Context: an optimization exercise on an open-source flow, tuned for small area, a short achievable clock period and few clock cycles per item. The choices shown serve that exercise and are no tape-out recipe. Where RTL was checked, it was by simulation tests only, not by an equivalence proof against the original. The RTL of runs 2 to 8 was laid out without a check of its function. Power figures rest on the tool's default switching activity, not on a simulated workload.

**flow/config.mk**
```make
export PLATFORM = sky130hd
export DESIGN_NAME = wib_expander
export DESIGN_NICKNAME = wib_expander
export VERILOG_FILES = /design/flow/design.v
export SDC_FILE = /design/flow/constraint.sdc
export NUM_CORES = 4
export LEC_CHECK = 0
export CAP_MARGIN = 20
export CORE_MARGIN = 2
export CORE_UTILIZATION = 40
export SLEW_MARGIN = 20
```
**flow/constraint.sdc**
```tcl
create_clock -name core_clock -period 4.0 [get_ports {clk}]
set_input_delay 0.8000 -clock core_clock [delete_from_list [all_inputs] [get_ports {clk}]]
set_output_delay 0.8000 -clock core_clock [all_outputs]
set_load 0.01 [all_outputs]
```
**flow/design.v**
```verilog
module wib_expander (
    input  wire        clk,
    input  wire        rst,         
    input  wire        in_valid,
    output wire        in_ready,
    input  wire [63:0] in_data,
    output wire        out_valid,
    input  wire        out_ready,
    output wire [63:0] out_data,
    output wire        out_last     
);
    localparam S_LOAD = 1'b0;
    localparam S_EMIT = 1'b1;
    reg         state;
    reg [4:0]   wcnt;       
    reg [1:0]   gcnt;       
    reg [1:0]   ocnt;       
    reg [191:0] group;      
    wire is_hdr = (wcnt <= 5'd3) || (wcnt == 5'd16) || (wcnt == 5'd17);
    wire in_fire  = in_valid  && in_ready;
    wire out_fire = out_valid && out_ready;
    assign in_ready  = (state == S_LOAD);
    assign out_valid = (state == S_EMIT);
    wire [47:0] adcs = group[48*ocnt +: 48];
    assign out_data = {4'h0, adcs[47:36], 4'h0, adcs[35:24],
                       4'h0, adcs[23:12], 4'h0, adcs[11:0]};
    assign out_last = (state == S_EMIT) && (ocnt == 2'd3) && (wcnt == 5'd0);
    always @(posedge clk) begin
        if (rst) begin
            state <= S_LOAD;
            wcnt  <= 5'd0;
            gcnt  <= 2'd0;
            ocnt  <= 2'd0;
        end else begin
            case (state)
                S_LOAD: begin
                    if (in_fire) begin
                        wcnt <= (wcnt == 5'd29) ? 5'd0 : wcnt + 5'd1;
                        if (!is_hdr) begin
                            group[64*gcnt +: 64] <= in_data;
                            if (gcnt == 2'd2) begin
                                gcnt  <= 2'd0;
                                state <= S_EMIT;
                            end else begin
                                gcnt <= gcnt + 2'd1;
                            end
                        end
                    end
                end
                S_EMIT: begin
                    if (out_fire) begin
                        ocnt <= ocnt + 2'd1;
                        if (ocnt == 2'd3)
                            state <= S_LOAD;
                    end
                end
            endcase
        end
    end
endmodule
```
**flow/run.sh**
```bash
#!/bin/bash
# synth_recipe.tcl (not shown) runs the flow's synth.tcl, then flattens the netlist and writes it again
# the make line also repeats each setting of config.mk as NAME=value (left out here)
make -C /OpenROAD-flow-scripts/flow DESIGN_CONFIG=/design/flow/config.mk WORK_HOME=/design/flow/orfs CLKGATE_MAP_FILE= SYNTH_SCRIPT=/design/flow/synth_recipe.tcl finish
```
==> results of run 1 <==
-- area by class of cell --
type	instances	share of cell area, %
inverters	197	5.879
clock buffers	28	5.064
multi-input cells	505	26.36
flip-flops and latches	202	47.49
well taps	330	3.283
repair buffers	132	10.72
clock inverters	16	1.194
-- state kept, by name, summed over array words and instances (netlist names) --
signal / flops
ocnt: 2
state: 1
group: 192
wcnt: 5
gcnt: 2
-- cell families after synthesis --
logic type      share of synthesized area, %
simple gates                           9.053
mux                                    10.58
flops                                  57.86
compound gates                         10.28
xor+xnor                              0.2549
buf+inv                                10.96
fa+ha+maj                             0.9709
other cells                          0.03637
-- per-layer routing --
layer,GRT usage [%],share of wire [%]
met5,0,0
met2,29.99,46
met4,3.715,1.3
met3,3.265,5.9
met1,26.78,46
-- Yosys cell counts, drive strengths merged (2+ instances only) --
library cell and number:
nand4 2, clkbuf 25, ha 8, nor2 5
nor2b 2, dfxtp 10, nand3 3, nor3 2
mux4 48, nand3b 2, a22oi 2, edfxtp 192
nor4bb 2, a21oi 3, nor3b 3, nand2 195
buf 47, o21ai 193, inv 197, xor2 2
o31ai 2
-- critical path: cells and delay by family, from the launching register on --
kind	cells	cell delay [ns]
flip-flops	1	0.74
buffers and inverters	2	0.78
multiplexers	1	0.53
-- report_power, final --
part / switching (mW) / internal [mW] / total [mW] / leakage, nW
clock: 0.855 / 1.33 / 2.18 / 0.389
sequential: 0.0141 / 2.35 / 2.36 / 1.81
combinational: 0.201 / 0.139 / 0.341 / 2.60
total: 1.07 / 3.82 / 4.89 / 4.80
-- stage by stage --
| step | setup TNS, ns | power (mW) | setup slack (ns) |
|---|---|---|---|
| 6_report | 0 | 4.886 | 0.6161 |
| 5_1_grt | 0 | 5.066 | 0.3977 |
| 4_1_cts | 0 | 4.939 | 0.5393 |
| 3_5_place_dp | 0 | 2.751 | 1.024 |
| 3_3_place_gp | 0 | 2.741 | 1.053 |
| 2_1_floorplan | -509.07 | 2.598 | -2.638 |
-- final timing paths --
kind	startpoint	depth (start not counted)	slack [ns]	end
worst min register to register	wcnt[1]	2	0.57	wcnt[1]
worst max-delay path	ocnt[0]	3	0.62	out_data[58]
worst max register to register	gcnt[0]	7	1.51	group[36]
worst min-delay path	wcnt[1]	2	0.57	wcnt[1]
==> flow_summary.toml, run 1 <==
[clock_tree]
cts.sinks = 202
hold_buffers = 0
clk_pin_slew_worst_paths_ns = 0.06
clockBufferDepth = 3
postCtsSetupBuffers = 0
insertion_delay_ns = 0.51
ctsRootBufferMaster = "clkbuf_16"
cts_htree_levels = 1
cts_tree = "done"
numCtsBuffers = 24
post_cts_resized = 0

[final_layout]
syn_to_final_growth_pct = 21.99
stdcell_count = 1410
drive_gt1_share_pct = 10.56
multiInputGateArea_mm2 = 0.003316
final_cell_area_mm2 = 0.01258
antennaDiodeCount = 0
regArea_mm2 = 0.005973
mostFrequentLayoutCells = "inv_1, nand2_1, edfxtp_1"
nFillCells = 2286
post-route-util_pct = 49.80
finalNetCount = 1138

[global_route]
grt_overflow = 0
grt_start_max_net_pins = 81
grt_pass1_wl_um = 39610
grt_pass1_vias = 7198
grt_usage_pct = 18.64
antenna_found_initial = 0

[die]
fp.coreArea_mm2 = 0.02525
dieArea_mm2 = 0.02708
rows = 58
die_w_um = 164.5
initial_utilization_pct = 40.82
die_h_um = 164.5
pin_count = 135

[placed_design]
portBuffers = 118
gp_congestion = 0.7648
dp.final_hpwl_um = 15590
place_inst = 1366
dpl_cell_area_mm2 = 0.01179

[timing]
fmax_mhz = 295.5
maxSlewHeadroom_pct = 44.08
setup_viol = 0
rsz0062_at_grt = "false"
slew_viol_final = 0
tightest_slew_ns = 0.8388
hold_violations = 0
layout_min_cycle_time_ns = 3.384
fin_skew_ns = 0.01070
min_period_over_period_pct = 84.60
holdWs_ns = 0.5690

[yosys]
syn_area_mm2 = 0.01031
ys_warn_count = 1
async_reset_ff_share_pct = 0
ys_seq_area_share_pct = 57.86
synth_seq_cells = 202
avgSynthCellArea_um2 = 10.73
ys_types = 41
synth_top_area_share_pct = 55.92
yosys_most_used_dff = "edfxtp_1"
synth_edf_count = 192
synth_top_cell_by_area = "edfxtp_1"
synthCells = 961
yosys-top-cells-area = "edfxtp_1, mux4_2, o21ai_0"

[worst_hold_path]
min_path_type = "reg2reg"

[route]
drtPass1Iterations = 7
routedWlPerCell_um = 17.80
drc = 0
wl_um = 25100
vias_per_cell = 5.052
dr.first_iter.drc_count = 656
ant_nets = 0
routed-via-count = 7124

[critical_path]
cp_slowest_cell = "dfxtp_4"
worstPathMaxFanout = 26
critical_path_arrival_ns = 2.58
startpoint_type = "flop"
critPathKind = "reg2out"
path_cells = "buf_12 > mux4_2 > clkdlybuf4s50_1"
crit_required_ns = 3.20
critPathMaxStageDelay_ns = 0.74
endpoint_kind = "output port"

[power_and_ir_drop]
p_per_area_mw_per_mm2 = 388.5
irDropWorstVdd_mv = 0.2492
leakage_nw = 4.802

[run]
maxCapViolCount = 0

[outcome]
outcome = "timing/DRC/antenna clean"
Testbench counts, summed over its fixed seeds: cycles 31,744, frames 512.
==> inputs of run 2 (changes only) <==
==> flow/design.v (replaced) <==
module wib_expander (
    input  wire        clk,
    input  wire        rst,         
    input  wire        in_valid,
    output wire        in_ready,
    input  wire [63:0] in_data,
    output wire        out_valid,
    input  wire        out_ready,
    output wire [63:0] out_data,
    output wire        out_last     
);
    reg  [4:0]  wcnt;       
    reg  [1:0]  ph;         
    reg         hdr;        
    reg  [15:0] x, y;       
    wire [15:0] c0 = in_data[15:0];
    wire [15:0] c1 = in_data[31:16];
    wire [15:0] c2 = in_data[47:32];
    wire [15:0] c3 = in_data[63:48];
    assign out_valid = in_valid & ~hdr;
    assign in_ready  = hdr | (out_ready & (ph != 2'd2));
    assign out_last  = (ph == 2'd3) & (wcnt == 5'd29);
    reg [15:0] s0, s1, s2;
    always @(*) begin
        case (ph)
            2'd0: begin s0 = c0; s1 = c1; s2 = c2; end
            2'd1: begin s0 = x;  s1 = c0; s2 = c1; end
            2'd2: begin s0 = y;  s1 = x;  s2 = c0; end
            default: begin s0 = c1; s1 = c2; s2 = c3; end
        endcase
    end
    wire [47:0] d = {s2, s1, s0};
    assign out_data = {4'h0, d[47:36], 4'h0, d[35:24], 4'h0, d[23:12], 4'h0, d[11:0]};
    wire in_fire  = in_valid & in_ready;
    wire out_fire = in_valid & ~hdr & out_ready;
    wire [4:0] wnext = (wcnt == 5'd29) ? 5'd0 : wcnt + 5'd1;
    always @(posedge clk) begin
        if (in_valid & out_ready) begin
            x <= c3;
            y <= c2;
        end
    end
    always @(posedge clk) begin
        if (rst) begin
            wcnt <= 5'd0;
            ph   <= 2'd0;
            hdr  <= 1'b1;
        end else begin
            if (in_fire) begin
                wcnt <= wnext;
                hdr  <= (wnext <= 5'd3) | (wnext == 5'd16) | (wnext == 5'd17);
            end
            if (out_fire)
                ph <= ph + 2'd1;
        end
    end
endmodule
==> flow_summary.toml, run 2 <==
[outcome]
outcome = "timing/DRC/antenna clean"

[power_and_ir_drop]
p_int_uw = 801.8
switchingPower_uw = 297.2
pwr-share-clk_pct = 25.6
leakage_nw = 1.556
p_per_area_mw_per_mm2 = 261.3
switching_share_pct = 27.05
comb_power_share_pct = 29.4
irDropWorstVdd_mv = 0.1196
seq_power_share_pct = 44.9

[timing]
tns_ns = 0
maxSlewHeadroom_pct = 54.31
setup_slack_ns = 0.5965
fin_skew_ns = 0.007208
rsz0062_at_grt = "false"
tightest_slew_ns = 0.6854
setup_viol = 0
hold_violations = 0
min_period_over_period_pct = 85.09
layout_min_cycle_time_ns = 3.404
slew_viol_final = 0
fmax_mhz = 293.8

[die]
dieArea_mm2 = 0.007983
die_w_um = 89.35
die_h_um = 89.35
fp.coreArea_mm2 = 0.007137
pin_count = 135
initial_utilization_pct = 40.83
rows = 31

[global_route]
grt_usage_pct = 19.28
grt_overflow = 0
antenna_found_initial = 0
grt_pass1_wl_um = 11890
grt_pass1_vias = 2384
grt_start_max_net_pins = 40

[yosys]
async_reset_ff_share_pct = 0
synth_seq_cells = 40
synth_top_area_share_pct = 32.98
ys_seq_area_share_pct = 38.47
synth_top_cell_by_area = "edfxtp_1"
avgSynthCellArea_um2 = 10.15
synth_edf_count = 32
synth_most_common_cell = "inv_1"
syn_area_mm2 = 0.002914
yosys_most_used_dff = "edfxtp_1"
ys_warn_count = 1
ys_types = 38
synth.top_cells.by_count = "inv_1, mux2i_1, a222oi_1, edfxtp_1, buf_4"
yosys-top-cells-area = "edfxtp_1, mux2i_1, a222oi_1"
synthCells = 287

[placed_design]
pre_cts_ws_ns = 0.8811
dp.final_hpwl_um = 5658
portBuffers = 118
gp_congestion = 0.7957

[final_layout]
drive_gt1_share_pct = 5.076
nFillCells = 657
final_common_cell = "clkdlybuf4s50_1"
syn_to_final_growth_pct = 44.35
reg_top3 = "x x16, y x16, wcnt x5"
finalNetCount = 470
mostFrequentLayoutCells = "clkdlybuf4s50_1, inv_1, mux2i_1"
antennaDiodeCount = 0

[critical_path]
cp_slowest_cell = "ha_2"
critical_path_arrival_ns = 2.60
startpoint_type = "flop"
critPathKind = "reg2out"
critPathMaxStageDelay_ns = 0.65
endpoint_kind = "output port"
crit_required_ns = 3.20
cp.buffers_inverters = 3
worstPathMaxFanout = 35
path_cells = "inv_1 > ha_2 > buf_4 > a222oi_1 > mux2i_1 > clkdlybuf4s50_1"
cpLargestDelayFamily = "buffers and inverters"

[clock_tree]
cts_htree_levels = 2
cts_tree = "done"
insertion_delay_ns = 0.30
numCtsBuffers = 5
clk_pin_slew_worst_paths_ns = 0.08
ctsRootBufferMaster = "clkbuf_8"
clockBufferDepth = 2
hold_buffers = 0
postCtsSetupBuffers = 0
post_cts_resized = 0
cts.sinks = 40

[route]
dr.first_iter.drc_count = 268
drtPass1Iterations = 9
routedWlPerCell_um = 16.06
wl_um = 7918
drc = 0
ant_nets = 0
vias_per_cell = 5.404
routed-via-count = 2664

[run]
maxCapViolCount = 0

[worst_hold_path]
min_path_type = "reg2reg"
-- run 2: changes by cell type after synthesis, sizes merged, moves of 3 or more --
cell	delta
clkbuf	-16
edfxtp	-160
mux4	-48
a222oi	+48
nand2	-191
nor2	+3
o21ai	-191
nor3b	-3
buf	-16
mux2i	+49
inv	-141
-- run 2: power groups by stage --
stage	Sequential [mW]	Combinational (mW)	Clock [mW]
2_1_floorplan	0.498	0.149	0
3_3_place_gp	0.502	0.323	0
3_5_place_dp	0.503	0.323	0
4_1_cts	0.493	0.325	0.294
5_1_grt	0.497	0.355	0.310
6_report	0.494	0.324	0.282
-- run 2: metal layers --
metal	GRT usage, %	share of wire, %	up-vias
li1	-	-	1283
met4	7.327	1.3	0
met5	0	0	-
met2	29.83	45	141
met3	3.509	8.4	10
met1	26.85	45	1230
-- run 2: worst reg2reg max path, stage by stage, from the launching register on --
cell,delay (ns)
dfxtp_1,0.40
inv_1,0.11
ha_2,0.42
nor2b_2,0.24
o21ai_2,0.10
or4_1,0.48
a21oi_1,0.14
-- run 2: kinds of logic (layout without fill, tap and decap cells) --
family                     after synthesis  after routing  share of synthesized area, %
buffers and inverters                   96            188                         15.03
AOI/OAI and AO/OA                       63             63                         20.10
muxes                                   50             50                         17.17
DFF                                     40             40                         38.47
and+or+nand+nor                         26             26                         4.638
adders and majority gates                9              9                         3.864
xor gates and xnor gates                 2              2                        0.6012
other                                    1             16                        0.1287
-- run 2: worst paths after layout --
check        depth (start not counted)           to     from  slack, ns
max                                  6  out_data[8]    ph[0]       0.60
min reg2reg                          2      wcnt[3]  wcnt[3]       0.57
max reg2reg                          6      wcnt[3]    ph[0]       2.04
min                                  2      wcnt[3]  wcnt[3]       0.57
-- run 2: through the flow --
step           instances  utilization (%)  hold WS [ns]  total power [mW]  cell area (um^2)
3_5_place_dp         485            57.68        0.5547            0.8263              4116
5_1_grt              493            58.94        0.6023             1.162              4207
3_3_place_gp         485            57.68        0.5530            0.8245              4116
4_1_cts              493            58.94        0.5678             1.112              4207
2_1_floorplan        302                -        0.5132            0.6466              2970
6_report             493            58.94        0.5679             1.099              4207
-- run 2: layout make-up --
type                            instances  area [um^2]  share of cell area [%]
Multi-Input combinational cell        166         1423                   33.82
Timing Repair Buffer                  124         1239                   29.45
Sequential cell                        40         1121                   26.65
Inverter                               56        210.2                   4.997
Tap cell                               99        123.9                   2.945
Clock buffer                            7        86.33                   2.052
Clock inverter                          1        3.754                 0.08923
==> inputs of run 3 (changes only) <==
--- a/flow/config.mk
+++ b/flow/config.mk
@@ -9,3 +9,4 @@
 export CORE_MARGIN = 2
 export CORE_UTILIZATION = 40
+export SETUP_SLACK_MARGIN = 2.0
 export SLEW_MARGIN = 20
==> flow_summary.toml, run 3 <==
[critical_path]
worstPathMaxFanout = 6
critPathKind = "reg2out"
startpoint_type = "flop"
r2r_end = "hdr"
rr_worst_depth = 13
crit_required_ns = 3.20
endpoint_kind = "output port"
ff2ff_setup_slack_ns = 1.97
critical_path_arrival_ns = 1.83
timing.rr.start = "wcnt[1]"

[timing]
setup_viol = 0
min_period_over_period_pct = 65.82
hold_violations = 0
fmax_mhz = 379.8
tns_ns = 0
slew_viol_final = 0
fin_skew_ns = 0.005758
layout_min_cycle_time_ns = 2.633
rsz0062_at_grt = "true"

[yosys]
syn_area_mm2 = 0.002914
synth_top_area_share_pct = 32.98
async_reset_ff_share_pct = 0
synthCells = 287
synth_edf_count = 32
yosys_most_used_dff = "edfxtp_1"
yosys-top-cells-area = "edfxtp_1, mux2i_1, a222oi_1"
ys_warn_count = 1
synth_most_common_cell = "inv_1"
ys_seq_area_share_pct = 38.47
synth_seq_cells = 40
avgSynthCellArea_um2 = 10.15
synth.top_cells.by_count = "inv_1, mux2i_1, a222oi_1, edfxtp_1, buf_4"
synth_top_cell_by_area = "edfxtp_1"
ys_types = 38

[worst_hold_path]
holdPathEnd = "ph[1]"
min_from = "ph[1]"
holdPathStages = 2
min_path_type = "reg2reg"

[run]
maxCapViolCount = 0

[route]
drc = 0
drtPass1Iterations = 8
routed-via-count = 2958
dr.first_iter.drc_count = 478
ant_nets = 0
vias_per_cell = 5.581
wl_um = 10810
routedWlPerCell_um = 20.40

[global_route]
grt_pass1_vias = 2727
grt_overflow = 0
grt_usage_pct = 25.18
grt_start_max_net_pins = 25
grt_pass1_wl_um = 14770
antenna_found_initial = 1

[power_and_ir_drop]
switching_share_pct = 28.58
p_int_uw = 832.1
pwr-share-clk_pct = 28.6
seq_power_share_pct = 42.3
p_per_area_mw_per_mm2 = 250.9
switchingPower_uw = 332.9
leakage_nw = 1.972
irDropWorstVdd_mv = 0.2046
comb_power_share_pct = 29.1

[clock_tree]
ctsRootBufferMaster = "clkbuf_8"
cts.sinks = 40
cts_tree = "done"
clockBufferDepth = 2
numCtsBuffers = 5
hold_buffers = 0
clk_pin_slew_worst_paths_ns = 0.07
insertion_delay_ns = 0.30
cts_htree_levels = 2

[placed_design]
dpl_cell_area_mm2 = 0.004203
gp_congestion = 0.7512
dp.final_hpwl_um = 5757
place_inst = 483
portBuffers = 118

[die]
dieArea_mm2 = 0.007983
die_w_um = 89.35
die_h_um = 89.35
initial_utilization_pct = 40.83
pin_count = 135
rows = 31
fp.coreArea_mm2 = 0.007137

[final_layout]
nFillCells = 648
final_cell_area_mm2 = 0.004643
regArea_mm2 = 0.001136
finalNetCount = 506
syn_to_final_growth_pct = 59.34
reg_top3 = "x x16, y x16, wcnt x5"
mostFrequentLayoutCells = "inv_1, dlygate4sd2_1, buf_2"
stdcell_count = 530
multiInputGateArea_mm2 = 0.001579
post-route-util_pct = 65.06
drive_gt1_share_pct = 32.09
final_common_cell = "inv_1"

[outcome]
outcome = "timing/DRC/antenna clean"
## run 3: through the flow
stage	power, mW	hold WS (ns)	worst slack, ns
after CTS	1.143	0.5689	1.392
after global routing	1.214	0.6123	1.308
after global placement	0.8350	0.5520	0.9116
after detailed placement	0.8374	0.5621	0.9092
final	1.165	0.5622	1.367
after floorplan	0.6615	0.5132	1.888
## run 3: final cells by class
cell class / count / area share (%)
multi-input cells: 166 / 34.01
repair buffers: 160 / 31.80
flip-flops and latches: 40 / 24.47
inverters: 56 / 4.689
well taps: 99 / 2.668
clock buffers: 6 / 1.563
clock inverters: 2 / 0.7545
diodes: 1 / 0.05389
## run 3: power by group through the flow
stage                     Clock, mW  Sequential, mW  Combinational (mW)
after floorplan                   0           0.497               0.165
after global placement            0           0.502               0.333
final                         0.333           0.493               0.339
after global routing          0.353           0.496               0.365
after CTS                     0.339           0.491               0.312
after detailed placement          0           0.502               0.335
## run 3: worst max-delay path, cell delays in order (launching register included)
cell	delay [ns]
dfxtp_4	0.39
inv_4	0.05
ha_4	0.23
buf_12	0.15
buf_16	0.12
a222oi_1	0.33
mux2i_1	0.11
buf_2	0.16
## run 3: kinds of logic after synthesis
kind of cell	count (synthesis)	synth area share, %
buf+inv	96	15.03
compound gates	63	20.10
mux	50	17.17
flops	40	38.47
simple gates	26	4.638
fa+ha+maj	9	3.864
xor+xnor	2	0.6012
other cells	1	0.1287
## run 3: worst max path at each step
stage                         to       start  slack (ns)
floorplan           out_data[43]       ph[0]        1.89
global placement    out_data[49]  in_data[5]        0.91
detailed placement  out_data[49]  in_data[5]        0.91
CTS                 out_data[19]       ph[0]        1.39
global route        out_data[51]       ph[0]        1.31
finish              out_data[25]       ph[1]        1.37
## run 3: layer usage
layer / up-vias / GRT usage, % / share of wire, %
li1: 1368 / - / -
met1: 1430 / 34.06 / 44
met2: 146 / 38.92 / 46
met3: 14 / 5.448 / 7.4
met4: 0 / 10.85 / 2.0
met5: - / 0 / 0
## run 3: timing repair
action                                  CTS  global route
gates cloned                              3             4
endpoints found under the setup margin   69            53
gates resized for setup                 276            18
setup buffers                            26             5
pin swaps                                52            44
==> inputs of run 4 (changes only) <==
--- a/flow/config.mk
+++ b/flow/config.mk
@@ -9,4 +9,4 @@
 export CORE_MARGIN = 2
 export CORE_UTILIZATION = 40
-export SETUP_SLACK_MARGIN = 2.0
+export SETUP_SLACK_MARGIN = 1.4
 export SLEW_MARGIN = 20
==> flow_summary.toml, run 4 <==
[critical_path]
worstPathMaxFanout = 8
endpoint_kind = "output port"
timing.rr.start = "ph[0]"
rr_worst_depth = 8
startpoint_type = "flop"
ff2ff_setup_slack_ns = 2.16
r2r_end = "wcnt[3]"
path_depth = 6
path_cells = "inv_4 > ha_4 > buf_6 > a222oi_1 > mux2i_1 > buf_2"
cp_slowest_cell = "a222oi_1"
critPathKind = "reg2out"
crit_required_ns = 3.20
cp.buffers_inverters = 3
cpLargestDelayFamily = "compound AO/OA/AOI/OAI gates"
critPathMaxStageDelay_ns = 0.40
critical_path_arrival_ns = 1.76

[final_layout]
reg_top3 = "x x16, y x16, wcnt x5"
drive_gt1_share_pct = 22.95
antennaDiodeCount = 0
final_common_cell = "inv_1"
syn_to_final_growth_pct = 44.01
finalNetCount = 490
mostFrequentLayoutCells = "inv_1, mux2i_1, dlygate4sd2_1"

[timing]
tns_ns = 0
maxSlewHeadroom_pct = 64.69
hold_violations = 0
slew_viol_final = 0
fmax_mhz = 390.6
fin_skew_ns = 0.002541
layout_min_cycle_time_ns = 2.560
tightest_slew_ns = 0.5297
min_period_over_period_pct = 64.00
rsz0062_at_grt = "true"
setup_viol = 0

[route]
vias_per_cell = 5.388
dr.first_iter.drc_count = 282
ant_nets = 0
drtPass1Iterations = 9
routed-via-count = 2764
wl_um = 8599
routedWlPerCell_um = 16.76
drc = 0

[power_and_ir_drop]
p_per_area_mw_per_mm2 = 252.6
leakage_nw = 1.772
irDropWorstVdd_mv = 0.1180
total_power_mw = 1.060

[die]
die_h_um = 89.35
die_w_um = 89.35
pin_count = 135
initial_utilization_pct = 40.83
fp.coreArea_mm2 = 0.007137
dieArea_mm2 = 0.007983
rows = 31

[global_route]
grt_pass1_wl_um = 12740
grt_pass1_vias = 2529
grt_overflow = 0
antenna_found_initial = 0
grt_start_max_net_pins = 22
grt_usage_pct = 20.95

[clock_tree]
cts_htree_levels = 2
ctsRootBufferMaster = "clkbuf_8"
cts.sinks = 40
cts_tree = "done"
numCtsBuffers = 5
insertion_delay_ns = 0.30
clockBufferDepth = 2
hold_buffers = 0
clk_pin_slew_worst_paths_ns = 0.08

[worst_hold_path]
holdPathStages = 2
min_path_type = "reg2reg"
min_from = "wcnt[0]"
holdPathEnd = "wcnt[0]"

[yosys]
async_reset_ff_share_pct = 0
synthCells = 287
ys_types = 38
synth_seq_cells = 40
synth_most_common_cell = "inv_1"
synth_top_area_share_pct = 32.98
synth.top_cells.by_count = "inv_1, mux2i_1, a222oi_1, edfxtp_1, buf_4"
ys_seq_area_share_pct = 38.47
syn_area_mm2 = 0.002914
ys_warn_count = 1
synth_edf_count = 32
yosys_most_used_dff = "edfxtp_1"
avgSynthCellArea_um2 = 10.15
synth_top_cell_by_area = "edfxtp_1"
yosys-top-cells-area = "edfxtp_1, mux2i_1, a222oi_1"

[placed_design]
gp_congestion = 0.7957
portBuffers = 118
dp.final_hpwl_um = 5658

[outcome]
outcome = "timing/DRC/antenna clean"

[run]
maxCapViolCount = 0
## run 4: cell counts after synthesis
Identical to the previous run, type by type.
## run 4: per-stage QoR
step	util [%]	std cells	setup slack (ns)	hold slack (ns)	instance area [um^2]
2_1_floorplan	-	302	1.742	0.5132	2970
3_3_place_gp	57.68	485	0.8740	0.5530	4116
3_5_place_dp	57.68	485	0.8811	0.5547	4116
4_1_cts	59.15	511	1.353	0.5419	4222
5_1_grt	58.80	513	1.303	0.6023	4197
6_report	58.80	513	1.440	0.5410	4197
## run 4: power breakdown
group | switching [mW] | total, mW | internal [mW]
Combinational | 0.142 | 0.279 | 0.138
Clock | 0.148 | 0.287 | 0.138
Sequential | 0.0165 | 0.494 | 0.477
## run 4: kinds of logic after synthesis
family	synth area share, %
buffers and inverters	15.03
adders and majority gates	3.864
other	0.1287
and+or+nand+nor	4.638
AOI/OAI and AO/OA	20.10
DFF	38.47
muxes	17.17
xor gates and xnor gates	0.6012
## run 4: final cells by class
type | instances | area, um^2
fillers | 708 | 2940
inverters | 56 | 215.2
flip-flops and latches | 40 | 1130
multi-input cells | 166 | 1470
repair buffers | 144 | 1167
well taps | 99 | 123.9
clock inverters | 1 | 3.754
clock buffers | 7 | 86.33
## run 4: what timing repair did
action	in CTS	in global routing
gates cloned	1	0
pin swaps	47	20
gates resized for setup	254	22
setup endpoints to repair	51	28
setup buffers	17	2
## run 4: worst max path at each step
stage,startpoint,endpoint,slack [ns]
floorplan,ph[1],out_data[17],1.74
global placement,in_data[14],out_data[58],0.87
detailed placement,in_data[14],out_data[58],0.88
CTS,ph[0],out_data[11],1.35
global route,ph[0],out_data[58],1.30
finish,ph[0],out_data[58],1.44
## run 4: routing by layer
layer	global-route usage [%]	up-vias	part of all wire [%]
met2	34.48	133	47
li1	-	1332	-
met1	27.79	1290	44
met3	3.601	9	7.8
met5	0	-	0
met4	7.463	0	1.7
## run 4: tightest hold or removal path, stage by stage, from the launching register on
cell and delay (ns):
dfxtp_2 0.37, nand2_1 0.07, a21oi_1 0.06
==> inputs of run 5 (changes only) <==
--- a/flow/config.mk
+++ b/flow/config.mk
@@ -9,4 +9,4 @@
 export CORE_MARGIN = 2
 export CORE_UTILIZATION = 40
-export SETUP_SLACK_MARGIN = 1.4
+export SETUP_SLACK_MARGIN = 1.6
 export SLEW_MARGIN = 20
==> flow_summary.toml, run 5 <==
[yosys]
synth_seq_cells = 40
synth_edf_count = 32
synth_top_area_share_pct = 32.98
yosys_most_used_dff = "edfxtp_1"
ys_types = 38
async_reset_ff_share_pct = 0
synth.top_cells.by_count = "inv_1, mux2i_1, a222oi_1, edfxtp_1, buf_4"
yosys-top-cells-area = "edfxtp_1, mux2i_1, a222oi_1"
syn_area_mm2 = 0.002914
ys_warn_count = 1
synth_top_cell_by_area = "edfxtp_1"
synthCells = 287
avgSynthCellArea_um2 = 10.15
synth_most_common_cell = "inv_1"
ys_seq_area_share_pct = 38.47

[timing]
fmax_mhz = 372.0
fin_skew_ns = 0.01066
tightest_slew_ns = 0.5438
layout_min_cycle_time_ns = 2.688
tns_ns = 0
maxSlewHeadroom_pct = 63.75
min_period_over_period_pct = 67.20
rsz0062_at_grt = "true"
slew_viol_final = 0
hold_violations = 0
setup_viol = 0

[power_and_ir_drop]
p_per_area_mw_per_mm2 = 242.0
leakage_nw = 1.918
irDropWorstVdd_mv = 0.1233

[route]
dr.first_iter.drc_count = 299
ant_nets = 0
routed-via-count = 2878
vias_per_cell = 5.451
drtPass1Iterations = 9
drc = 0
routedWlPerCell_um = 17.80
wl_um = 9398

[clock_tree]
numCtsBuffers = 5
insertion_delay_ns = 0.31
cts.sinks = 40
clk_pin_slew_worst_paths_ns = 0.08
clockBufferDepth = 2
cts_htree_levels = 2
cts_tree = "done"
ctsRootBufferMaster = "clkbuf_8"

[placed_design]
dp.final_hpwl_um = 5658
dpl_cell_area_mm2 = 0.004116
place_inst = 485
gp_congestion = 0.7957
portBuffers = 118

[die]
die_h_um = 89.35
pin_count = 135
initial_utilization_pct = 40.83
dieArea_mm2 = 0.007983
fp.coreArea_mm2 = 0.007137
die_w_um = 89.35
rows = 31

[final_layout]
mostFrequentLayoutCells = "inv_1, mux2i_1, a222oi_1, dlygate4sd2_1, buf_2"
final_cell_area_mm2 = 0.004504
drive_gt1_share_pct = 25.87
nFillCells = 668
final_common_cell = "inv_1"
syn_to_final_growth_pct = 54.57
finalNetCount = 505
post-route-util_pct = 63.11
stdcell_count = 528
reg_top3 = "x x16, y x16, wcnt x5"
antennaDiodeCount = 0

[critical_path]
crit_required_ns = 3.20
cp.buffers_inverters = 2
cpLargestDelayFamily = "compound AO/OA/AOI/OAI gates"
critPathMaxStageDelay_ns = 0.48
startpoint_type = "input pin"
path_cells = "dlygate4sd2_1 > a222oi_1 > mux2i_1 > buf_2"
endpoint_kind = "output port"
critical_path_arrival_ns = 1.89
worstPathMaxFanout = 3
critPathKind = "in2out"
cp_slowest_cell = "a222oi_1"

[global_route]
grt_pass1_wl_um = 13410
grt_pass1_vias = 2633
antenna_found_initial = 0
grt_usage_pct = 22.11
grt_start_max_net_pins = 22
grt_overflow = 0

[run]
maxCapViolCount = 0

[outcome]
outcome = "timing/DRC/antenna clean"

[worst_hold_path]
min_path_type = "reg2reg"
-- run 5: cell count changes in the layout (fill, tap and decap cells not counted), moves of 3 or more --
| cell | before | now |
|---|---|---|
| buf_12 | 2 | 5 |
| buf_2 | 44 | 48 |
| buf_6 | 7 | 12 |
| buf_8 | 1 | 4 |
| clkbuf_2 | 5 | 0 |
| clkdlybuf4s15_1 | 0 | 4 |
-- run 5: power breakdown --
| part | internal [mW] | switching (mW) |
|---|---|---|
| combinational | 0.156 | 0.149 |
| sequential | 0.477 | 0.0172 |
| clock | 0.139 | 0.152 |
| total | 0.772 | 0.318 |
-- run 5: final timing paths --
kind | startpoint | to | slack, ns | cells past startpoint
max reg2reg | ph[0] | wcnt[3] | 2.15 | 8
min reg2reg | wcnt[0] | wcnt[0] | 0.56 | 2
min | wcnt[0] | wcnt[0] | 0.56 | 2
max | in_data[14] | out_data[58] | 1.31 | 4
-- run 5: what timing repair did --
| item | CTS | global route |
|---|---|---|
| setup endpoints to repair | 51 | 50 |
| gates resized for setup | 297 | 8 |
| hold buffers | 0 | 0 |
| buffers inserted | 21 | 7 |
| gates cloned | 5 | 2 |
| pin swaps | 51 | 40 |
-- run 5: final cells by class --
| cell class | instances | area [um^2] | area share [%] |
|---|---|---|---|
| multi-input combinational | 166 | 1480 | 32.86 |
| timing repair buffer | 159 | 1464 | 32.50 |
| sequential | 40 | 1131 | 25.11 |
| inverter | 56 | 215.2 | 4.778 |
| tap | 99 | 123.9 | 2.750 |
| clock buffer | 7 | 86.33 | 1.917 |
| clock inverter | 1 | 3.754 | 0.08333 |
-- run 5: metal layers --
layer / track usage, % / wire, um / vias to the layer above / part of all wire, %
li1: - / - / 1365 / -
met1: 28.14 / 3970 / 1366 / 42
met2: 37.04 / 4481 / 135 / 48
met3: 4.340 / 767 / 12 / 8.2
met4: 8.548 / 179 / 0 / 1.9
met5: 0 / 0 / - / 0
-- run 5: cell families (layout without fill, tap and decap cells) --
group / after synthesis / count (layout) / synth area share (%)
AO/OA/AOI/OAI: 63 / 63 / 20.10
XOR/XNOR: 2 / 2 / 0.6012
adder cells (fa/ha/maj): 9 / 9 / 3.864
buffers and inverters: 96 / 223 / 15.03
flip-flops: 40 / 40 / 38.47
multiplexers: 50 / 50 / 17.17
other: 1 / 16 / 0.1287
AND/OR/NAND/NOR: 26 / 26 / 4.638
-- run 5: tightest hold or removal path, delay by kind of cell (launching register included) --
kind,cells,cell delay [ns]
AOI/OAI and AO/OA,1,0.06
and+or+nand+nor,1,0.08
DFF,1,0.38
-- run 5: metrics by stage --
stage          power [mW]  hold slack, ns  setup WS [ns]
6_report            1.090          0.5624          1.312
3_3_place_gp       0.8245          0.5530         0.8740
5_1_grt             1.143          0.6023          1.260
2_1_floorplan      0.6466          0.5132          1.742
4_1_cts             1.081          0.5419          1.397
3_5_place_dp       0.8263          0.5547         0.8811
==> inputs of run 6 (changes only) <==
--- a/flow/config.mk
+++ b/flow/config.mk
@@ -9,4 +9,4 @@
 export CORE_MARGIN = 2
 export CORE_UTILIZATION = 40
-export SETUP_SLACK_MARGIN = 1.6
+export SETUP_SLACK_MARGIN = 1.8
 export SLEW_MARGIN = 20
==> flow_summary.toml, run 6 <==
[outcome]
outcome = "timing/DRC/antenna clean"

[critical_path]
ff2ff_setup_slack_ns = 2.15
critPathKind = "reg2out"
rr_worst_depth = 8
startpoint_type = "flop"
timing.rr.start = "ph[0]"
crit_required_ns = 3.20
endpoint_kind = "output port"
r2r_end = "wcnt[3]"
worstPathMaxFanout = 7
critical_path_arrival_ns = 1.86

[global_route]
antenna_found_initial = 0
grt_pass1_vias = 2605
grt_usage_pct = 22.07
grt_overflow = 0
grt_pass1_wl_um = 13380
grt_start_max_net_pins = 22

[yosys]
synth.area.mux_share_pct = 17.17
yosys_most_used_dff = "edfxtp_1"
synthCells = 287
synth.top_cells.by_count = "inv_1, mux2i_1, a222oi_1, edfxtp_1, buf_4"
synth_most_common_cell = "inv_1"
synth_top_cell_by_area = "edfxtp_1"
synth_top_family_by_area = "compound AO/OA/AOI/OAI gates"
synth-adder-area-share_pct = 3.864
syn_area_mm2 = 0.002914
synth_seq_cells = 40
synth-simple-area-share_pct = 4.637
ys_types = 38
synth_edf_count = 32
synth-compound-area-share_pct = 20.09
synth_xor_area_share_pct = 0.6011
ys_warn_count = 1
synth_top_area_share_pct = 32.98
async_reset_ff_share_pct = 0
ys_seq_area_share_pct = 38.47
avgSynthCellArea_um2 = 10.15
yosys-top-cells-area = "edfxtp_1, mux2i_1, a222oi_1"

[clock_tree]
hold_buffers = 0
cts.sinks = 40
numCtsBuffers = 5
cts_htree_levels = 2
clk_pin_slew_worst_paths_ns = 0.08
cts_tree = "done"
ctsRootBufferMaster = "clkbuf_8"
clockBufferDepth = 2
insertion_delay_ns = 0.30

[power_and_ir_drop]
p_per_area_mw_per_mm2 = 243.3
irDropWorstVdd_mv = 0.1196
leakage_nw = 1.876
switchingPower_uw = 315.3
switching_share_pct = 29.20
comb_power_share_pct = 27.6
pwr-share-clk_pct = 26.7
seq_power_share_pct = 45.8
p_int_uw = 764.7
total_power_mw = 1.080

[final_layout]
multiInputGateArea_mm2 = 0.001480
nFillCells = 668
reg_top3 = "x x16, y x16, wcnt x5"
final_common_cell = "inv_1"
finalNetCount = 503
drive_gt1_share_pct = 26.46
syn_to_final_growth_pct = 52.34
mostFrequentLayoutCells = "inv_1, mux2i_1, buf_2"
stdcell_count = 526
post-route-util_pct = 62.20
regArea_mm2 = 0.001136
antennaDiodeCount = 0

[placed_design]
place_inst = 485
portBuffers = 118
gp_congestion = 0.7957
dp.final_hpwl_um = 5658

[worst_hold_path]
min_path_type = "reg2reg"
holdPathStages = 2
min_from = "wcnt[0]"
holdPathEnd = "wcnt[0]"

[route]
vias_per_cell = 5.521
wl_met3_um = 755
drc = 0
route.met2.wl_um = 4397
wl_met1_um = 3891
drtPass1Iterations = 6
dr.first_iter.drc_count = 335
routed-via-count = 2904
wl_um = 9277
ant_nets = 0
routedWlPerCell_um = 17.64
dr.max_layer_used = "met4"

[die]
initial_utilization_pct = 40.83
die_w_um = 89.35
fp.coreArea_mm2 = 0.007137
pin_count = 135
die_h_um = 89.35
rows = 31
dieArea_mm2 = 0.007983

[timing]
fmax_mhz = 376.2
hold_violations = 0
maxSlewHeadroom_pct = 63.84
slew_viol_final = 0
layout_min_cycle_time_ns = 2.658
min_period_over_period_pct = 66.45
tns_ns = 0
fin_skew_ns = 0.002998
setup_viol = 0
tightest_slew_ns = 0.5423
rsz0062_at_grt = "true"

[run]
maxCapViolCount = 0
[run 6: cell counts after synthesis]
Identical to the previous run, type by type.
[run 6: kinds of logic after synthesis]
group | Yosys count
flip-flops | 40
XOR/XNOR | 2
AO/OA/AOI/OAI | 63
multiplexers | 50
adder cells (fa/ha/maj) | 9
other | 1
buffers and inverters | 96
AND/OR/NAND/NOR | 26
[run 6: worst max path at each step]
stage | startpoint | endpoint | depth (start not counted)
final | ph[0] | out_data[40] | 7
after global routing | ph[0] | out_data[40] | 7
after CTS | ph[0] | out_data[58] | 6
after detailed placement | in_data[14] | out_data[58] | 4
after global placement | in_data[14] | out_data[58] | 4
after floorplan | ph[1] | out_data[17] | 5
[run 6: layout make-up]
class	count	share of cell area, %
Multi-Input combinational cell	166	33.34
Timing Repair Buffer	157	31.34
Sequential cell	40	25.59
Inverter	56	4.904
Tap cell	99	2.790
Clock buffer	7	1.945
Clock inverter	1	0.08455
[run 6: through the flow]
step,cell area (um^2),hold WS [ns],setup WS (ns)
floorplan,2970,0.5132,1.742
global placement,4116,0.5530,0.8740
detailed placement,4116,0.5547,0.8811
CTS,4338,0.5479,1.417
global route,4439,0.5985,1.246
finish,4439,0.5623,1.342
[run 6: critical path, cell delays in order, from the launching register on]
cell	delay (ns)
dfxtp_4	0.38
inv_4	0.05
ha_4	0.20
buf_6	0.14
buf_6	0.13
a222oi_1	0.35
mux2i_1	0.13
buf_2	0.17
[run 6: what timing repair did]
item                       CTS  global route
setup buffers               18            10
pin swaps                   50            40
gates cloned                 4             1
setup endpoints to repair   64            51
gates resized for setup    302            11
[run 6: per-layer routing]
metal	GRT usage, %	vias up
li1	-	1359
met1	28.67	1360
met2	36.90	168
met3	4.155	17
met4	7.598	0
met5	0	-
[run 6: power groups by stage]
stage               Clock (mW)  Combinational (mW)  Sequential [mW]
floorplan                    0               0.149            0.498
global placement             0               0.323            0.502
detailed placement           0               0.323            0.503
CTS                      0.294               0.291            0.493
global route             0.310               0.327            0.498
finish                   0.288               0.298            0.494
==> inputs of run 7 (changes only) <==
==> flow/flow/run.sh (new file) <==
#!/bin/bash
# Standard layout, with the port buffers that buffer_ports inserts made of
# sky130_fd_sc_hd__buf_1 instead of the cell it picks by default.
set -euo pipefail
export BUFFER_PORTS_ARGS="-buffer_cell sky130_fd_sc_hd__buf_1"
bash standard.sh > standard.log 2>&1
==> flow/standard.sh (new file) <==
#!/bin/bash
# synth_recipe.tcl (not shown) runs the flow's synth.tcl, then flattens the netlist and writes it again
# the make line also repeats each setting of config.mk as NAME=value (left out here)
make -C /OpenROAD-flow-scripts/flow DESIGN_CONFIG=/design/flow/config.mk WORK_HOME=/design/flow/orfs CLKGATE_MAP_FILE= SYNTH_SCRIPT=/design/flow/synth_recipe.tcl "${@:-finish}"
--- a/flow/config.mk
+++ b/flow/config.mk
@@ -9,4 +9,4 @@
 export CORE_MARGIN = 2
 export CORE_UTILIZATION = 40
-export SETUP_SLACK_MARGIN = 1.8
+export SETUP_SLACK_MARGIN = 1.4
 export SLEW_MARGIN = 20
removed: flow/run.sh
==> flow_summary.toml, run 7 <==
[final_layout]
antennaDiodeCount = 0
reg_top3 = "x x16, y x16, wcnt x5"
mostFrequentLayoutCells = "buf_1, inv_1, mux2i_1"
finalNetCount = 485
nFillCells = 669
regArea_mm2 = 0.001129
multiInputGateArea_mm2 = 0.001463
final_common_cell = "buf_1"
drive_gt1_share_pct = 10.76
syn_to_final_growth_pct = 29.58
final_cell_area_mm2 = 0.003776

[clock_tree]
ctsRootBufferMaster = "clkbuf_8"
insertion_delay_ns = 0.29
cts.sinks = 40
cts_tree = "done"
clockBufferDepth = 2
hold_buffers = 0
clk_pin_slew_worst_paths_ns = 0.08
cts_htree_levels = 2
numCtsBuffers = 5

[global_route]
grt_usage_pct = 19.14
grt_pass1_vias = 2302
grt_pass1_wl_um = 11700
grt_overflow = 0
antenna_found_initial = 0
grt_start_max_net_pins = 34

[route]
drtPass1Iterations = 7
dr.first_iter.drc_count = 377
wl_um = 8218
routed-via-count = 2802
drc = 0
routedWlPerCell_um = 16.18
ant_nets = 0
vias_per_cell = 5.516

[power_and_ir_drop]
leakage_nw = 1.377
switchingPower_uw = 301.4
switching_share_pct = 28.25
comb_power_share_pct = 23.1
p_int_uw = 765.5
p_per_area_mw_per_mm2 = 282.5
irDropWorstVdd_mv = 0.1527
seq_power_share_pct = 46.3
pwr-share-clk_pct = 30.6

[critical_path]
critical_path_arrival_ns = 1.73
critPathKind = "reg2out"
worstPathMaxFanout = 5
crit_required_ns = 3.20
rr_worst_depth = 7
startpoint_type = "flop"
endpoint_kind = "output port"

[worst_hold_path]
holdPathStages = 2
min_path_type = "reg2reg"

[timing]
hold_violations = 0
slew_viol_final = 0
layout_min_cycle_time_ns = 2.529
fmax_mhz = 395.4
rsz0062_at_grt = "true"
setup_slack_ns = 1.471
holdWs_ns = 0.5599
tns_ns = 0
fin_skew_ns = 0.003746
maxSlewHeadroom_pct = 46.44
tightest_slew_ns = 0.8034
setup_viol = 0
min_period_over_period_pct = 63.23

[yosys]
synth_most_common_cell = "inv_1"
syn_area_mm2 = 0.002914
yosys_most_used_dff = "edfxtp_1"
synth_top_area_share_pct = 32.98
synth_edf_count = 32
synth_seq_cells = 40
synth_top_cell_by_area = "edfxtp_1"
synthCells = 287
synth.top_cells.by_count = "inv_1, mux2i_1, a222oi_1, edfxtp_1, buf_4"
async_reset_ff_share_pct = 0
avgSynthCellArea_um2 = 10.15
ys_seq_area_share_pct = 38.47
yosys-top-cells-area = "edfxtp_1, mux2i_1, a222oi_1"
ys_types = 38
ys_warn_count = 1

[placed_design]
gp_congestion = 0.8248
dp.final_hpwl_um = 4920
dpl_cell_area_mm2 = 0.003341
pre_cts_ws_ns = 1.259
portBuffers = 118

[die]
initial_utilization_pct = 40.83
die_h_um = 89.35
pin_count = 135
fp.coreArea_mm2 = 0.007137
dieArea_mm2 = 0.007983
rows = 31
die_w_um = 89.35

[outcome]
outcome = "timing/DRC/antenna clean"

[run]
maxCapViolCount = 0
-- run 7: cell count changes in the layout (fill, tap and decap cells not counted), moves of 4 or more --
cell             delta
buf_1             +114
buf_2              -47
dlygate4sd2_1      -47
clkdlybuf4s50_1    -17
buf_4               -8
buf_6               -8
buf_16              -4
-- run 7: worst paths after layout --
check | slack [ns] | to | from
setup / recovery | 1.47 | out_data[57] | ph[0]
hold / removal | 0.56 | ph[1] | ph[1]
setup reg to reg | 2.24 | wcnt[3] | ph[0]
hold reg to reg | 0.56 | ph[1] | ph[1]
-- run 7: metrics by stage --
step | cells | total power, mW | util, %
3_5_place_dp | 480 | 0.7236 | 46.81
3_3_place_gp | 480 | 0.7219 | 46.81
2_1_floorplan | 302 | 0.6466 | -
5_1_grt | 508 | 1.128 | 52.91
6_report | 508 | 1.067 | 52.91
4_1_cts | 500 | 1.065 | 51.24
-- run 7: repair_timing --
action	4_1_cts	5_1_grt
setup endpoints to repair	49	42
buffers inserted	12	7
pin swaps	6	10
gates resized for setup	11	13
cloned	0	1
-- run 7: logic make-up (layout without fill, tap and decap cells) --
family	count (synthesis)	count (layout)	share of synthesized area (%)
compound gates	63	63	20.10
buf+inv	96	203	15.03
other cells	1	16	0.1287
xor+xnor	2	2	0.6012
fa+ha+maj	9	9	3.864
flops	40	40	38.47
simple gates	26	26	4.638
mux	50	50	17.17
-- run 7: final cells by class --
type                       instances  area share, %
inverter                          56          5.633
timing repair buffer             139          19.62
tap                               99          3.280
clock inverter                     2         0.9278
sequential                        40          29.89
clock buffer                       6          1.922
multi-input combinational        166          38.73
-- run 7: per-layer routing --
layer	global-route usage (%)	vias up	part of all wire, %	wire length [um]
met4	5.292	0	1.4	116
met3	3.601	13	10	852
met5	0	-	0	0
li1	-	1316	-	-
met1	26.51	1286	41	3400
met2	30.71	187	47	3849
-- run 7: power groups by stage --
stage / Clock (mW) / Combinational, mW / Sequential (mW)
3_3_place_gp: 0 / 0.219 / 0.503
6_report: 0.326 / 0.247 / 0.494
2_1_floorplan: 0 / 0.149 / 0.498
3_5_place_dp: 0 / 0.220 / 0.503
4_1_cts: 0.335 / 0.237 / 0.493
5_1_grt: 0.354 / 0.277 / 0.497
-- run 7: worst max-delay path: stages (launching register included) --
cell and delay (ns):
dfxtp_4 0.36, inv_2 0.07, ha_4 0.20, buf_4 0.15, a222oi_1 0.38, mux2i_1 0.14
buf_1 0.15
==> inputs of run 8 (changes only) <==
==> flow/flow/run.sh (replaced) <==
#!/bin/bash
# Standard layout, with the port buffers that buffer_ports inserts made of
# sky130_fd_sc_hd__buf_2 instead of the cell it picks by default.
set -euo pipefail
export BUFFER_PORTS_ARGS="-buffer_cell sky130_fd_sc_hd__buf_2"
bash standard.sh > standard.log 2>&1
==> flow_summary.toml, run 8 <==
[outcome]
outcome = "timing/DRC/antenna clean"

[yosys]
yosys_most_used_dff = "edfxtp_1"
synth_edf_count = 32
async_reset_ff_share_pct = 0
synth_top_cell_by_area = "edfxtp_1"
synthCells = 287
synth.top_cells.by_count = "inv_1, mux2i_1, a222oi_1, edfxtp_1, buf_4"
yosys-top-cells-area = "edfxtp_1, mux2i_1, a222oi_1"
ys_seq_area_share_pct = 38.47
ys_warn_count = 1
synth_seq_cells = 40
ys_types = 38
avgSynthCellArea_um2 = 10.15
syn_area_mm2 = 0.002914
synth_top_area_share_pct = 32.98
synth_most_common_cell = "inv_1"

[power_and_ir_drop]
leakage_nw = 1.715
irDropWorstVdd_mv = 0.1119
p_per_area_mw_per_mm2 = 265.7

[clock_tree]
hold_buffers = 0
clk_pin_slew_worst_paths_ns = 0.08
cts.sinks = 40
cts_tree = "done"
numCtsBuffers = 5
clockBufferDepth = 2
cts_htree_levels = 2
insertion_delay_ns = 0.29
ctsRootBufferMaster = "clkbuf_8"

[route]
routedWlPerCell_um = 17.06
vias_per_cell = 5.469
ant_nets = 0
routed-via-count = 2800
dr.first_iter.drc_count = 355
drtPass1Iterations = 8
drc = 0
wl_um = 8733

[final_layout]
reg_top3 = "x x16, y x16, wcnt x5"
finalNetCount = 489
syn_to_final_growth_pct = 35.08
final_common_cell = "buf_2"
multiInputGateArea_mm2 = 0.001453
antennaDiodeCount = 0
drive_gt1_share_pct = 38.98
final_cell_area_mm2 = 0.003936
regArea_mm2 = 0.001129
nFillCells = 674
mostFrequentLayoutCells = "buf_2, inv_1, mux2i_1"

[placed_design]
dp.final_hpwl_um = 5148
dpl_cell_area_mm2 = 0.003483
portBuffers = 118
gp_congestion = 0.8551

[worst_hold_path]
min_path_type = "reg2reg"

[timing]
setup_viol = 0
fmax_mhz = 378.0
layout_min_cycle_time_ns = 2.645
tightest_slew_ns = 0.7994
fin_skew_ns = 0.001376
tns_ns = 0
min_period_over_period_pct = 66.14
maxSlewHeadroom_pct = 46.71
slew_viol_final = 0
hold_violations = 0
rsz0062_at_grt = "true"

[die]
pin_count = 135
fp.coreArea_mm2 = 0.007137
rows = 31
initial_utilization_pct = 40.83
dieArea_mm2 = 0.007983
die_h_um = 89.35
die_w_um = 89.35

[critical_path]
endpoint_kind = "output port"
critical_path_arrival_ns = 1.85
critPathKind = "reg2out"
worstPathMaxFanout = 7
crit_required_ns = 3.20
startpoint_type = "flop"

[global_route]
grt_overflow = 0
grt_pass1_wl_um = 12190
antenna_found_initial = 0
grt_start_max_net_pins = 34
grt_usage_pct = 20.05
grt_pass1_vias = 2408

[run]
maxCapViolCount = 0
[run 8: layer usage]
layer | part of all wire [%] | routed length [um] | global-route usage (%)
met5 | 0 | 0 | 0
met4 | 1.2 | 109 | 5.834
met1 | 42 | 3684 | 27.38
met3 | 8.3 | 725 | 2.216
met2 | 48 | 4214 | 33.60
[run 8: cells by family (layout without fill, tap and decap cells)]
group	after synthesis	after routing	share of synthesized area, %
AOI/OAI and AO/OA	63	63	20.10
adders and majority gates	9	9	3.864
DFF	40	40	38.47
and+or+nand+nor	26	26	4.638
muxes	50	50	17.17
other	1	16	0.1287
buffers and inverters	96	207	15.03
xor gates and xnor gates	2	2	0.6012
[run 8: layout make-up]
cell class | count | area share (%)
multi-input cells | 166 | 36.90
well taps | 99 | 3.147
inverters | 56 | 5.467
repair buffers | 143 | 23.52
flip-flops and latches | 40 | 28.67
clock buffers | 8 | 2.289
[run 8: power breakdown]
part / switching [mW] / total, mW / internal (mW)
clock network: 0.138 / 0.279 / 0.141
registers: 0.0168 / 0.494 / 0.477
logic: 0.145 / 0.273 / 0.127
total: 0.300 / 1.05 / 0.746
[run 8: worst paths after layout]
kind                               from      endpoint  slack, ns  cells past startpoint
worst max-delay path              ph[1]  out_data[26]       1.35                      6
worst min-delay path            wcnt[3]       wcnt[3]       0.58                      2
worst max register to register    ph[1]       wcnt[3]       2.13                      7
worst min register to register  wcnt[3]       wcnt[3]       0.58                      2
[run 8: what timing repair did]
item | in CTS | in global routing
setup buffers | 18 | 4
pin swaps | 10 | 16
resized for setup | 10 | 8
cloned | 0 | 1
setup endpoints to repair | 49 | 44
[run 8: through the flow]
stage / util (%) / hold WS [ns] / std cells / setup slack, ns / total power [mW]
after detailed placement: 48.81 / 0.5666 / 481 / 1.245 / 0.7442
after CTS: 53.98 / 0.5762 / 507 / 1.400 / 1.045
final: 55.15 / 0.5786 / 512 / 1.355 / 1.046
after global routing: 55.15 / 0.6150 / 512 / 1.317 / 1.099
after global placement: 48.81 / 0.5568 / 481 / 1.314 / 0.7422
after floorplan: - / 0.5132 / 302 / 1.742 / 0.6466
[run 8: critical path, cell delays in order (launching register included)]
cell,delay (ns)
dfxtp_4,0.37
buf_4,0.14
ha_4,0.21
buf_12,0.15
a222oi_1,0.31
mux2i_1,0.19
buf_2,0.18
==> inputs of run 9 (changes only) <==
--- a/flow/design.v
+++ b/flow/design.v
@@ -11,5 +11,6 @@
 );
     reg  [4:0]  wcnt;       
-    reg  [1:0]  ph;         
+    reg  [3:0]  ph;         
+    reg         w29;        
     reg         hdr;        
     reg  [15:0] x, y;       
@@ -19,15 +20,9 @@
     wire [15:0] c3 = in_data[63:48];
     assign out_valid = in_valid & ~hdr;
-    assign in_ready  = hdr | (out_ready & (ph != 2'd2));
-    assign out_last  = (ph == 2'd3) & (wcnt == 5'd29);
-    reg [15:0] s0, s1, s2;
-    always @(*) begin
-        case (ph)
-            2'd0: begin s0 = c0; s1 = c1; s2 = c2; end
-            2'd1: begin s0 = x;  s1 = c0; s2 = c1; end
-            2'd2: begin s0 = y;  s1 = x;  s2 = c0; end
-            default: begin s0 = c1; s1 = c2; s2 = c3; end
-        endcase
-    end
+    assign in_ready  = hdr | (out_ready & ~ph[2]);
+    assign out_last  = ph[3] & w29;
+    wire [15:0] s0 = ({16{ph[0]}} & c0) | ({16{ph[1]}} & x)  | ({16{ph[2]}} & y)  | ({16{ph[3]}} & c1);
+    wire [15:0] s1 = ({16{ph[0]}} & c1) | ({16{ph[1]}} & c0) | ({16{ph[2]}} & x)  | ({16{ph[3]}} & c2);
+    wire [15:0] s2 = ({16{ph[0]}} & c2) | ({16{ph[1]}} & c1) | ({16{ph[2]}} & c0) | ({16{ph[3]}} & c3);
     wire [47:0] d = {s2, s1, s0};
     assign out_data = {4'h0, d[47:36], 4'h0, d[35:24], 4'h0, d[23:12], 4'h0, d[11:0]};
@@ -44,13 +39,15 @@
         if (rst) begin
             wcnt <= 5'd0;
-            ph   <= 2'd0;
+            ph   <= 4'b0001;
             hdr  <= 1'b1;
+            w29  <= 1'b0;
         end else begin
             if (in_fire) begin
                 wcnt <= wnext;
                 hdr  <= (wnext <= 5'd3) | (wnext == 5'd16) | (wnext == 5'd17);
+                w29  <= (wnext == 5'd29);
             end
             if (out_fire)
-                ph <= ph + 2'd1;
+                ph <= {ph[2:0], ph[3]};
         end
     end
==> flow/flow/run.sh (replaced) <==
#!/bin/bash
# Standard layout, with the port buffers that buffer_ports inserts made of
# sky130_fd_sc_hd__buf_1 instead of the cell it picks by default.
set -euo pipefail
export BUFFER_PORTS_ARGS="-buffer_cell sky130_fd_sc_hd__buf_1"
bash standard.sh > standard.log 2>&1
==> flow_summary.toml, run 9 <==
[yosys]
yosys-top-cells-area = "edfxtp_1, a22oi_1, dfxtp_1"
synth_edf_count = 32
synth_seq_cells = 43
synth-simple-area-share_pct = 13.27
synth_top_area_share_pct = 36.28
synthCells = 282
syn_area_mm2 = 0.002649
async_reset_ff_share_pct = 0
ys_seq_area_share_pct = 44.59
synth.top_cells.by_count = "a22oi_1, nand2_1, edfxtp_1, clkbuf_1, buf_4"
synth.area.mux_share_pct = 1.134
yosys_most_used_dff = "edfxtp_1"
synth_xor_area_share_pct = 0.6613
synth-compound-area-share_pct = 30.51
synth_most_common_cell = "a22oi_1"
synth_top_cell_by_area = "edfxtp_1"
synth-adder-area-share_pct = 0.9447
ys_warn_count = 1
avgSynthCellArea_um2 = 9.393
ys_types = 33
synth_top_family_by_area = "compound AO/OA/AOI/OAI gates"

[global_route]
grt_usage_pct = 18.29
grt_pass1_vias = 2253
grt_pass1_wl_um = 10920
antenna_found_initial = 0
grt_start_max_net_pins = 52
grt_overflow = 0

[outcome]
outcome = "timing/DRC/antenna clean"

[critical_path]
startpoint_type = "flop"
worstPathMaxFanout = 51
endpoint_kind = "output port"
critPathMaxStageDelay_ns = 0.71
crit_required_ns = 3.20
path_cells = "nor2b_4 > or2_2 > buf_1"
critical_path_arrival_ns = 1.53
critPathKind = "reg2out"
cp_slowest_cell = "dfxtp_4"

[final_layout]
syn_to_final_growth_pct = 18.52
reg_top3 = "x x16, y x16, wcnt x5"
drive_gt1_share_pct = 4.974
finalNetCount = 451
nFillCells = 638
post-route-util_pct = 49.16
antennaDiodeCount = 0
mostFrequentLayoutCells = "buf_1, a22oi_1, nand2_1"
final_common_cell = "buf_1"

[die]
die_h_um = 85.38
die_w_um = 85.38
fp.coreArea_mm2 = 0.006386
initial_utilization_pct = 41.48
pin_count = 135
dieArea_mm2 = 0.007289
rows = 29

[timing]
fmax_mhz = 428.4
rsz0062_at_grt = "false"
tightest_slew_ns = 0.7467
setup_viol = 0
layout_min_cycle_time_ns = 2.334
holdWs_ns = 0.5021
slew_viol_final = 0
hold_violations = 0
tns_ns = 0
fin_skew_ns = 0.003561
min_period_over_period_pct = 58.36
maxSlewHeadroom_pct = 50.22

[route]
drtPass1Iterations = 5
ant_nets = 0
drc = 0
wl_um = 6871
vias_per_cell = 5.534
routedWlPerCell_um = 14.97
routed-via-count = 2540
dr.first_iter.drc_count = 166

[run]
maxCapViolCount = 0

[placed_design]
portBuffers = 118
dp.final_hpwl_um = 4615
gp_congestion = 0.8339

[clock_tree]
clk_pin_slew_worst_paths_ns = 0.08
ctsRootBufferMaster = "clkbuf_8"
cts_htree_levels = 2
hold_buffers = 0
clockBufferDepth = 2
cts_tree = "done"
cts.sinks = 43
insertion_delay_ns = 0.29
numCtsBuffers = 5

[power_and_ir_drop]
total_power_uw = 975.6
leakage_nw = 1.112
p_per_area_mw_per_mm2 = 310.8
irDropWorstVdd_mv = 0.1677

[worst_hold_path]
min_path_type = "reg2reg"
-- run 9: changes by cell type after synthesis, sizes merged, moves of 7 or more --
cell,change
a222oi,-48
a22oi,+96
buf,-12
clkbuf,+14
ha,-7
inv,-53
mux2i,-47
nand2,+49
-- run 9: final timing paths --
path | startpoint | to | slack (ns) | cells past startpoint
max | ph[2] | in_ready | 1.67 | 3
min | wcnt[4] | wcnt[4] | 0.50 | 2
max reg2reg | wcnt[0] | hdr | 2.42 | 5
min reg2reg | wcnt[4] | wcnt[4] | 0.50 | 2
-- run 9: what timing repair did --
item	in CTS	in global routing
pin swaps	0	0
setup endpoints to repair	7	48
gates cloned	0	0
buffers inserted	0	0
resized for setup	1	3
-- run 9: layout make-up --
cell class	instances	area (um^2)	share of cell area, %
Inverter	3	11.26	0.3587
Sequential cell	43	1196	38.10
Timing Repair Buffer	119	450.4	14.35
Tap cell	77	96.34	3.069
Multi-Input combinational cell	209	1292	41.17
Clock buffer	5	68.82	2.192
Clock inverter	3	23.77	0.7573
-- run 9: metrics by stage --
step | instances | instance area [um^2] | worst slack [ns]
detailed placement | 451 | 3037 | 1.582
global placement | 451 | 3037 | 1.632
CTS | 459 | 3132 | 1.402
global route | 459 | 3139 | 1.568
floorplan | 297 | 2705 | 1.718
finish | 459 | 3139 | 1.666
-- run 9: kinds of logic (layout without fill, tap and decap cells) --
| family | count (synthesis) | count (layout) |
|---|---|---|
| adders and majority gates | 2 | 2 |
| DFF | 43 | 43 |
| AOI/OAI and AO/OA | 108 | 108 |
| other | 1 | 16 |
| muxes | 3 | 3 |
| and+or+nand+nor | 78 | 78 |
| buffers and inverters | 45 | 130 |
| xor gates and xnor gates | 2 | 2 |
-- run 9: layer usage --
layer / up-vias / GRT usage, % / wire (um)
li1: 1248 / - / -
met1: 1183 / 26.63 / 3116
met2: 104 / 28.27 / 3245
met3: 5 / 3.113 / 451
met4: 0 / 4.762 / 57
met5: - / 0 / 0
-- run 9: power by group --
part | total [mW] | switching [mW] | internal (mW)
clock | 0.277 | 0.152 | 0.125
sequential | 0.529 | 0.0241 | 0.505
combinational | 0.169 | 0.104 | 0.0651
-- run 9: critical path, delay by kind of cell (launching register included) --
| kind | cells | cell delay (ns) |
|---|---|---|
| and+or+nand+nor | 2 | 0.38 |
| buffers and inverters | 1 | 0.13 |
| DFF | 1 | 0.71 |
Testbench counts of run 9, summed over its fixed seeds: cycles 19,456, frames 512.
==> inputs of run 10 (changes only) <==
--- a/flow/config.mk
+++ b/flow/config.mk
@@ -9,4 +9,4 @@
 export CORE_MARGIN = 2
 export CORE_UTILIZATION = 40
-export SETUP_SLACK_MARGIN = 1.4
+export SETUP_SLACK_MARGIN = 1.9
 export SLEW_MARGIN = 20
==> flow_summary.toml, run 10 <==
[yosys]
syn_area_mm2 = 0.002649
async_reset_ff_share_pct = 0
synth_most_common_cell = "a22oi_1"
synth_top_area_share_pct = 36.28
synth_top_cell_by_area = "edfxtp_1"
synth.top_cells.by_count = "a22oi_1, nand2_1, edfxtp_1, clkbuf_1, buf_4"
synth_seq_cells = 43
avgSynthCellArea_um2 = 9.393
synthCells = 282
ys_types = 33
synth_edf_count = 32
yosys_most_used_dff = "edfxtp_1"
ys_warn_count = 1
yosys-top-cells-area = "edfxtp_1, a22oi_1, dfxtp_1"
ys_seq_area_share_pct = 44.59

[placed_design]
dpl_cell_area_mm2 = 0.003030
gp_congestion = 0.8298
pre_cts_ws_ns = 1.525
place_inst = 450
portBuffers = 118
dp.final_hpwl_um = 4570

[global_route]
grt_start_max_net_pins = 34
grt_usage_pct = 21.93
grt_overflow = 0
grt_use_met2_pct = 37.00
grt_pass1_wl_um = 12580
grt_pass1_vias = 2469
grt-busiest-layer = "met2"
grt_use_met1_pct = 29.98
antenna_found_initial = 0
met3_usage_pct = 2.432

[die]
fp.coreArea_mm2 = 0.006386
die_w_um = 85.38
pin_count = 135
rows = 29
initial_utilization_pct = 41.48
die_h_um = 85.38
dieArea_mm2 = 0.007289

[final_layout]
drive_gt1_share_pct = 42.12
post-route-util_pct = 63.42
antennaDiodeCount = 0
finalNetCount = 475
stdcell_count = 483
final_cell_area_mm2 = 0.004050
syn_to_final_growth_pct = 52.90
final_common_cell = "a22oi_2"
nFillCells = 534
reg_top3 = "x x16, y x16, wcnt x5"
mostFrequentLayoutCells = "a22oi_2, nand2_1, buf_1"

[critical_path]
critPathMaxStageDelay_ns = 0.18
r2r_end = "hdr"
critical_path_arrival_ns = 1.36
crit_required_ns = 3.20
startpoint_type = "input pin"
timing.rr.start = "wcnt[0]"
cp_slowest_cell = "a22oi_2"
cp_common_cell = "buf_2"
critPathKind = "in2out"
worstPathMaxFanout = 3
ff2ff_setup_slack_ns = 2.48
rr_worst_depth = 5
path_cells = "buf_2 > a22oi_2 > nand2_1 > buf_2"
endpoint_kind = "output port"

[worst_hold_path]
holdPathEnd = "w29"
min_path_type = "reg2reg"
min_from = "w29"
holdPathStages = 2

[clock_tree]
ctsRootBufferMaster = "clkbuf_8"
clockBufferDepth = 2
cts.sinks = 43
cts_tree = "done"
cts_htree_levels = 2
clk_pin_slew_worst_paths_ns = 0.07
numCtsBuffers = 5
insertion_delay_ns = 0.30

[timing]
maxSlewHeadroom_pct = 64.90
min_period_over_period_pct = 53.90
tightest_slew_ns = 0.5265
fmax_mhz = 463.9
setup_viol = 0
rsz0062_at_grt = "true"
holdWs_ns = 0.4937
slew_viol_final = 0
hold_violations = 0
fin_skew_ns = 0.008334
layout_min_cycle_time_ns = 2.156
tns_ns = 0
setup_slack_ns = 1.844

[route]
ant_nets = 0
dr.first_iter.drc_count = 187
drtPass1Iterations = 4
routed-via-count = 2747
wl_um = 8896
drc = 0
routedWlPerCell_um = 18.42
vias_per_cell = 5.687

[power_and_ir_drop]
total_power_mw = 1.052
leakage_nw = 1.592
p_per_area_mw_per_mm2 = 259.6
irDropWorstVdd_mv = 0.2251

[run]
maxCapViolCount = 0

[outcome]
outcome = "timing/DRC/antenna clean"
[run 10: cell counts after synthesis]
No cell type changed its count.
[run 10: routing by layer]
layer,routed length (um),up-vias
met5,0,-
met1,3745,1305
met4,151,0
met2,4443,123
li1,-,1306
met3,555,13
[run 10: cell type report]
class,instances,area (um^2),area share [%]
multi-input cells,209,1573,38.83
clock buffers,6,72.57,1.792
repair buffers,143,1089,26.88
well taps,77,96.34,2.379
inverters,3,11.26,0.2780
clock inverters,2,12.51,0.3089
flip-flops and latches,43,1196,29.53
[run 10: power breakdown]
group,switching [mW],internal (mW),leakage (nW)
logic,0.132,0.124,1.16
clock network,0.148,0.122,0.0412
registers,0.0198,0.506,0.392
total,0.300,0.752,1.59
[run 10: worst max path at each step]
stage | start | to | slack [ns] | cells past startpoint
after floorplan | out_ready | in_ready | 1.99 | 2
after global placement | in_valid | ph[0] | 1.56 | 4
after detailed placement | in_valid | ph[0] | 1.53 | 4
after CTS | out_ready | in_ready | 1.86 | 4
after global routing | ph[0] | out_data[50] | 1.83 | 4
final | in_data[17] | out_data[21] | 1.84 | 4
[run 10: kinds of logic (layout without fill, tap and decap cells)]
| family | Yosys count | count (layout) | synth area share (%) |
|---|---|---|---|
| AOI/OAI and AO/OA | 108 | 108 | 30.52 |
| and+or+nand+nor | 78 | 78 | 13.27 |
| buffers and inverters | 45 | 154 | 8.739 |
| DFF | 43 | 43 | 44.59 |
| muxes | 3 | 3 | 1.134 |
| adders and majority gates | 2 | 2 | 0.9446 |
| xor gates and xnor gates | 2 | 2 | 0.6614 |
| other | 1 | 16 | 0.1416 |
[run 10: timing repair]
| action | 4_1_cts | 5_1_grt |
|---|---|---|
| hold buffers | 0 | 0 |
| pin swaps | 30 | 68 |
| buffers inserted | 20 | 2 |
| endpoints found under the setup margin | 52 | 54 |
| resized for setup | 54 | 158 |
| gates cloned | 0 | 3 |
[run 10: critical path, delay by kind of cell]
family                 cells  cell delay [ns]
buffers and inverters      2             0.29
and+or+nand+nor            1             0.10
AOI/OAI and AO/OA          1             0.18

Setup slack of run 10, layout unchanged: 1.844 ns with ideal ports, 1.821 ns with driving cells assumed (clock clkbuf_16, inputs buf_2), 1.821 ns with port delays also shifted by the 0.324 ns mid clock arrival.
